What follows belongs to an exercise in optimizing a design on an open flow for small area, a short achievable clock period and few clock cycles; a production flow would make more cautious choices.
Where RTL was checked, it was by simulation tests only, not by an equivalence proof against the original.
Power figures rest on the tool's default switching activity, not on a simulated workload.

==> flow/design.v <==
module cksum_unit #(
    parameter [15:0] INIT = 16'h0000    
) (
    input  wire        clk,
    input  wire        clear,       
    input  wire        step,        
    input  wire [7:0]  byte_in,
    output wire        carry,       
    output wire [7:0]  x_q,         
    output wire [7:0]  y_q,         
    output wire        c_q          
);
    reg [7:0] x, y;
    reg       c;
    function [8:0] add8c(input [7:0] a, input [7:0] b, input ci);
        reg [8:0] g, p, gn, pn;
        integer i, d;
        begin
            g = {a & b, ci};
            p = {a ^ b, 1'b0};
            for (d = 1; d < 9; d = d * 2) begin
                for (i = 0; i < 9; i = i + 1) begin
                    if (i >= d) begin
                        gn[i] = g[i] | (p[i] & g[i-d]);
                        pn[i] = p[i] & p[i-d];
                    end else begin
                        gn[i] = g[i];
                        pn[i] = p[i];
                    end
                end
                g = gn;
                p = pn;
            end
            add8c = {g[8], (a ^ b) ^ g[7:0]};
        end
    endfunction
    wire [8:0] add = add8c(x, byte_in, c);
    always @(posedge clk) begin
        if (clear) begin
            x <= INIT[15:8];
            y <= INIT[7:0];
            c <= 1'b0;
        end else if (step) begin
            x <= y;
            y <= add[7:0];
            c <= add[8];
        end
    end
    assign carry = step ? add[8] : c;
    assign x_q   = x;
    assign y_q   = y;
    assign c_q   = c;
endmodule
module udp_tx_engine (
    input  wire        clk,
    input  wire        rst,
    input  wire        cmd_valid,
    output wire        cmd_ready,
    input  wire        cmd_op,
    input  wire [15:0] cmd_sport,
    input  wire [15:0] cmd_dport,
    input  wire [31:0] cmd_dst_ip,
    input  wire [15:0] cmd_len,
    input  wire        in_valid,
    output wire        in_ready,
    input  wire [7:0]  in_data,
    output wire        out_valid,
    input  wire        out_ready,
    output wire [7:0]  out_data,
    output wire        out_last,
    output wire        res_valid,
    output wire [1:0]  res_code,
    output wire [15:0] res_cksum
);
    localparam [11:0] MAX_PLEN = 12'd4054;    
    reg        cr;                  
    reg        c_ck, c_udp, c_nz;   
    reg        hv;
    reg [31:0] dst;
    reg [15:0] sp, dp;
    reg [11:0] pl;                  
    reg [5:0]  hidx;                
    reg        up;                  
    reg        ck_busy;             
    reg [15:0] kc;                  
    reg        kcnz;                
    reg        kv;                  
    reg        kodd;                
    reg        ck_young_p;          
    reg        ck_young_f;          
    reg        ir;                  
    reg        irm;                 
    reg [7:0]  sd;                  
    reg        sl;
    reg        sv;                  
    reg        ov;
    reg [7:0]  od;
    reg        ol;
    reg        rv;
    reg        rck;                 
    reg        rbig;                
    reg        uo;                  
    reg        uo_big;
    wire fire_ck  = cr & c_ck;
    wire fire_udp = cr & c_udp;
    wire fire_big = cr & ~c_ck & ~c_udp;
    wire in_fire  = in_valid & ir;
    wire pay_fire = in_fire & ~irm;
    wire ck_fire  = in_fire & irm;
    function [15:0] dec16(input [15:0] a);       
        reg [15:0] z, zn;                        
        integer i, d;
        begin
            z = {~a[14:0], 1'b1};
            for (d = 1; d < 16; d = d * 2) begin
                for (i = 0; i < 16; i = i + 1)
                    zn[i] = (i >= d) ? (z[i] & z[i-d]) : z[i];
                z = zn;
            end
            dec16 = a ^ z;
        end
    endfunction
    function [11:0] add12(input [11:0] a, input [11:0] b);
        reg [11:0] g, p, gn, pn;
        integer i, d;
        begin
            g = {a[10:0] & b[10:0], 1'b0};
            p = {a[10:0] ^ b[10:0], 1'b0};
            for (d = 1; d < 12; d = d * 2) begin
                for (i = 0; i < 12; i = i + 1) begin
                    if (i >= d) begin
                        gn[i] = g[i] | (p[i] & g[i-d]);
                        pn[i] = p[i] & p[i-d];
                    end else begin
                        gn[i] = g[i];
                        pn[i] = p[i];
                    end
                end
                g = gn;
                p = pn;
            end
            add12 = a ^ b ^ g;
        end
    endfunction
    function [5:0] inc6(input [5:0] a);
        integer i;
        begin
            for (i = 0; i < 6; i = i + 1)
                inc6[i] = a[i] ^ (&(a | ~((6'd1 << i) - 6'd1)));
        end
    endfunction
    wire od_free  = ~ov | out_ready;
    wire hload    = od_free & (hv | fire_udp) & ~up & ~sv;
    wire hlast    = (hidx == 6'd41);
    wire xfer     = hload & hlast;            
    wire pc_one   = (pl == 12'd1);
    wire [15:0] pl_dec = dec16({4'd0, pl});
    wire kc_one   = (kc == 16'd1);
    wire [7:0]  hs_x, hs_y;
    wire        hc_carry, hc_c;
    reg  [7:0]  hc_byte, hb;
    reg         hl_q;               
    always @* begin
        case (hidx[3:0])
            4'd1:    hc_byte = {4'd0, pl[11:8]};
            4'd2:    hc_byte = pl[7:0];
            4'd3:    hc_byte = dst[31:24];
            4'd4:    hc_byte = dst[23:16];
            4'd5:    hc_byte = dst[15:8];
            4'd6:    hc_byte = dst[7:0];
            default: hc_byte = 8'd0;
        endcase
    end
    cksum_unit #(.INIT(16'hB53C)) u_hsum (
        .clk     (clk),
        .clear   (fire_udp),
        .step    (hl_q & (hidx >= 6'd2) & (hidx <= 6'd10)),
        .byte_in (hb),
        .carry   (hc_carry),
        .x_q     (hs_x),
        .y_q     (hs_y),
        .c_q     (hc_c)
    );
    wire [11:0] tot_len = add12(pl, 12'd28);
    wire [11:0] udp_len = add12(pl, 12'd8);
    reg [7:0] hbyte;
    always @* begin
        case (hidx)
            6'd0:  hbyte = 8'h52;  6'd1:  hbyte = 8'h55;  6'd2:  hbyte = 8'h0a;
            6'd3:  hbyte = 8'h00;  6'd4:  hbyte = 8'h02;  6'd5:  hbyte = 8'h02;
            6'd6:  hbyte = 8'h52;  6'd7:  hbyte = 8'h54;  6'd8:  hbyte = 8'h00;
            6'd9:  hbyte = 8'h12;  6'd10: hbyte = 8'h34;  6'd11: hbyte = 8'h56;
            6'd12: hbyte = 8'h08;  6'd13: hbyte = 8'h00;
            6'd14: hbyte = 8'h45;  6'd15: hbyte = 8'h00;
            6'd16: hbyte = {4'd0, tot_len[11:8]};
            6'd17: hbyte = tot_len[7:0];
            6'd22: hbyte = 8'd100; 6'd23: hbyte = 8'd17;
            6'd24: hbyte = ~hs_y;
            6'd25: hbyte = ~hs_x;
            6'd26: hbyte = 8'h0a;  6'd27: hbyte = 8'h00;
            6'd28: hbyte = 8'h02;  6'd29: hbyte = 8'h0f;
            6'd30: hbyte = dst[31:24]; 6'd31: hbyte = dst[23:16];
            6'd32: hbyte = dst[15:8];  6'd33: hbyte = dst[7:0];
            6'd34: hbyte = sp[15:8];   6'd35: hbyte = sp[7:0];
            6'd36: hbyte = dp[15:8];   6'd37: hbyte = dp[7:0];
            6'd38: hbyte = {4'd0, udp_len[11:8]};
            6'd39: hbyte = udp_len[7:0];
            default: hbyte = 8'h00;
        endcase
    end
    wire        ck_carry, ck_c;
    wire [7:0]  ck_x, ck_y;
    wire        ck_step = kv | (ck_busy & ~kcnz & (ck_c | kodd));
    cksum_unit u_cksum (
        .clk     (clk),
        .clear   (fire_ck),
        .step    (ck_step),
        .byte_in (kv ? sd : 8'd0),
        .carry   (ck_carry),
        .x_q     (ck_x),
        .y_q     (ck_y),
        .c_q     (ck_c)
    );
    wire kodd_n = fire_ck ? 1'b0 : (kodd ^ ck_step);
    reg        hv_n, up_n, ck_busy_n, kcnz_n, kv_n, sv_n, uo_n;
    reg        ckyp_n, ckyf_n;
    reg        ck_res_n, udp_res_n;
    reg        ir_pay_n, ir_ck_n;
    always @* begin
        hv_n = (hv & ~xfer) | fire_udp;
        if (xfer)          up_n = (pl != 12'd0);
        else if (pay_fire) up_n = ~pc_one;
        else               up_n = up;
        if (fire_ck)      kcnz_n = c_nz;
        else if (ck_fire) kcnz_n = ~kc_one;
        else              kcnz_n = kcnz;
        kv_n = ck_fire;
        ck_res_n  = ck_busy & ~(rv & rck) & ~kcnz & ~ck_carry & ~kodd_n;
        ck_busy_n = (ck_busy & ~(rv & rck)) | fire_ck;
        if (fire_ck) begin
            ckyp_n = up_n;
            ckyf_n = hv_n;
        end else if (xfer) begin
            ckyp_n = ck_young_f;
            ckyf_n = 1'b0;
        end else begin
            ckyp_n = ck_young_p;
            ckyf_n = ck_young_f;
        end
        sv_n = od_free ? 1'b0 : (sv | pay_fire);
        udp_res_n = uo & (~ck_busy | (rv & rck));
        uo_n      = (uo & ~udp_res_n) | fire_udp | fire_big;
        ir_pay_n = up_n & ~sv_n & ~kv_n & ~(ck_busy_n & kcnz_n & ~ckyp_n);
        ir_ck_n  = ck_busy_n & kcnz_n & ~sv_n &
                   ~(up_n & ckyp_n) & ~(hv_n & ckyf_n);
    end
    wire len_big = (cmd_len > {4'd0, MAX_PLEN});
    wire cr_n = cmd_valid & ~cr & ~uo_n &
                (cmd_op ? ~ck_busy_n : (len_big | (~hv_n & ~up_n)));
    always @(posedge clk) begin
        if (rst) begin
            cr         <= 1'b0;
            hv         <= 1'b0;
            hidx       <= 6'd0;
            hl_q       <= 1'b0;
            up         <= 1'b0;
            ck_busy    <= 1'b0;
            kcnz       <= 1'b0;
            kv         <= 1'b0;
            kodd       <= 1'b0;
            ck_young_p <= 1'b0;
            ck_young_f <= 1'b0;
            ir         <= 1'b0;
            irm        <= 1'b0;
            sv         <= 1'b0;
            ov         <= 1'b0;
            rv         <= 1'b0;
            rck        <= 1'b0;
            rbig       <= 1'b0;
            uo         <= 1'b0;
        end else begin
            cr         <= cr_n;
            hv         <= hv_n;
            up         <= up_n;
            ck_busy    <= ck_busy_n;
            kcnz       <= kcnz_n;
            kv         <= kv_n;
            kodd       <= kodd_n;
            ck_young_p <= ckyp_n;
            ck_young_f <= ckyf_n;
            ir         <= ir_pay_n | ir_ck_n;
            irm        <= ir_ck_n;
            sv         <= sv_n;
            uo         <= uo_n;
            if (od_free) ov <= sv | pay_fire | hload;
            if (hload)   hidx <= hlast ? 6'd0 : inc6(hidx);
            hl_q       <= hload;
            rv         <= ck_res_n | udp_res_n;
            rck        <= ck_res_n;
            rbig       <= udp_res_n & uo_big;
        end
    end
    always @(posedge clk) begin
        c_ck  <= cmd_op;
        c_udp <= ~cmd_op & ~len_big;
        c_nz  <= (cmd_len != 16'd0);
        if (fire_udp) begin
            dst <= cmd_dst_ip;
            sp  <= cmd_sport;
            dp  <= cmd_dport;
        end
        if (fire_udp)      pl <= cmd_len[11:0];
        else if (pay_fire) pl <= pl_dec[11:0];
        if (fire_udp | fire_big) uo_big <= fire_big;
        if (fire_ck)      kc <= cmd_len;
        else if (ck_fire) kc <= dec16(kc);
        hb <= hc_byte;
        if (ir) begin
            sd <= in_data;
            sl <= pc_one;
        end
        if (od_free) begin
            if (sv) begin
                od <= sd;
                ol <= sl;
            end else if (ir & ~irm) begin
                od <= in_data;
                ol <= pc_one;
            end else begin
                od <= hbyte;
                ol <= hlast & (pl == 12'd0);
            end
        end
    end
    assign cmd_ready = cr;
    assign in_ready  = ir;
    assign out_valid = ov;
    assign out_data  = od;
    assign out_last  = ol;
    assign res_valid = rv;
    assign res_code  = {rbig, 1'b0};
    assign res_cksum = ~{ck_x, ck_y};
endmodule
make LEC_CHECK=0 CAP_MARGIN=20 CORE_MARGIN=2 CORE_UTILIZATION=40 PLACE_DENSITY=0.6 SETUP_SLACK_MARGIN=4.0 SLEW_MARGIN=20 finish   # period 6.0 ns
run.sh (not shown) runs the stock make flow with config.mk's settings and CLKGATE_MAP_FILE= SYNTH_SCRIPT=/design/flow/synth_recipe.tcl, a recipe that flattens the netlist after the stock synthesis.
Testbench counts at the start, summed over its fixed seeds: cycles 187,059.
Then changed:
--- a/flow/design.v
+++ b/flow/design.v
@@ -156,13 +156,12 @@
     wire pc_one   = (pl == 12'd1);
     wire [15:0] pl_dec = dec16({4'd0, pl});
     wire kc_one   = (kc == 16'd1);
     wire [7:0]  hs_x, hs_y;
     wire        hc_carry, hc_c;
     reg  [7:0]  hc_byte, hb;
-    reg         hl_q;               
     always @* begin
         case (hidx[3:0])
             4'd1:    hc_byte = {4'd0, pl[11:8]};
             4'd2:    hc_byte = pl[7:0];
             4'd3:    hc_byte = dst[31:24];
             4'd4:    hc_byte = dst[23:16];
@@ -171,13 +170,13 @@
             default: hc_byte = 8'd0;
         endcase
     end
     cksum_unit #(.INIT(16'hB53C)) u_hsum (
         .clk     (clk),
         .clear   (fire_udp),
-        .step    (hl_q & (hidx >= 6'd2) & (hidx <= 6'd10)),
+        .step    (hload & (hidx >= 6'd2) & (hidx <= 6'd10)),
         .byte_in (hb),
         .carry   (hc_carry),
         .x_q     (hs_x),
         .y_q     (hs_y),
         .c_q     (hc_c)
     );
@@ -259,13 +258,12 @@
                 (cmd_op ? ~ck_busy_n : (len_big | (~hv_n & ~up_n)));
     always @(posedge clk) begin
         if (rst) begin
             cr         <= 1'b0;
             hv         <= 1'b0;
             hidx       <= 6'd0;
-            hl_q       <= 1'b0;
             up         <= 1'b0;
             ck_busy    <= 1'b0;
             kcnz       <= 1'b0;
             kv         <= 1'b0;
             kodd       <= 1'b0;
             ck_young_p <= 1'b0;
@@ -291,13 +289,12 @@
             ir         <= ir_pay_n | ir_ck_n;
             irm        <= ir_ck_n;
             sv         <= sv_n;
             uo         <= uo_n;
             if (od_free) ov <= sv | pay_fire | hload;
             if (hload)   hidx <= hlast ? 6'd0 : inc6(hidx);
-            hl_q       <= hload;
             rv         <= ck_res_n | udp_res_n;
             rck        <= ck_res_n;
             rbig       <= udp_res_n & uo_big;
         end
     end
     always @(posedge clk) begin
@@ -311,13 +308,13 @@
         end
         if (fire_udp)      pl <= cmd_len[11:0];
         else if (pay_fire) pl <= pl_dec[11:0];
         if (fire_udp | fire_big) uo_big <= fire_big;
         if (fire_ck)      kc <= cmd_len;
         else if (ck_fire) kc <= dec16(kc);
-        hb <= hc_byte;
+        if (hload) hb <= hc_byte;
         if (ir) begin
             sd <= in_data;
             sl <= pc_one;
         end
         if (od_free) begin
             if (sv) begin
- worst setup slack is worse by 64 ps
- wire length came out higher by 2.6%
- global-route usage came out higher by 0.50 points
- power came out higher by 1.8%
- via count came out higher by 3.0%
- hold slack is better by 7.9 ps
- sequential share of layout area came out lower by 0.39 points
- final cell count came out higher by 1.8%
- utilization came out higher by 0.88 points
- sequential power stays flat
Function not checked in the second run of this note: the RTL went through the layout flow alone.

afterwards: timing with drivers on the ports:
In the flow no input, the clock included, has a driving cell. The finished layouts below were timed again as built, in two steps. Step 1 (the two cells are an assumption about what drives the block):
set clk [get_ports {clk}]
set_driving_cell -lib_cell sky130_fd_sc_hd__clkbuf_16 $clk
set_driving_cell -lib_cell sky130_fd_sc_hd__buf_2 [delete_from_list [all_inputs] $clk]
Step 2 adds t to the input delays and takes it off the output delays; t is the mean of the earliest and latest rising clock arrival at the registers after step 1. Input paths then give back, and output paths get back, about the clock's delay inside the block. Three values: ideal, step 1, step 2; two values: the first two.
run	t, ns	setup WS [ns]	clock arrival spread, ns	slew at the worst register clock pin (ns)
the first run	0.482	3.692 / 3.692 / 3.410	0.019 / 0.019	0.08 / 0.08
the second run	0.491	3.627 / 3.627 / 3.168	0.014 / 0.013	0.08 / 0.08
After both steps every run listed still meets setup and hold. For the second run, which loses most, drivers alone change the setup slack by 0.000 ns; drivers and shift together by -0.459 ns.
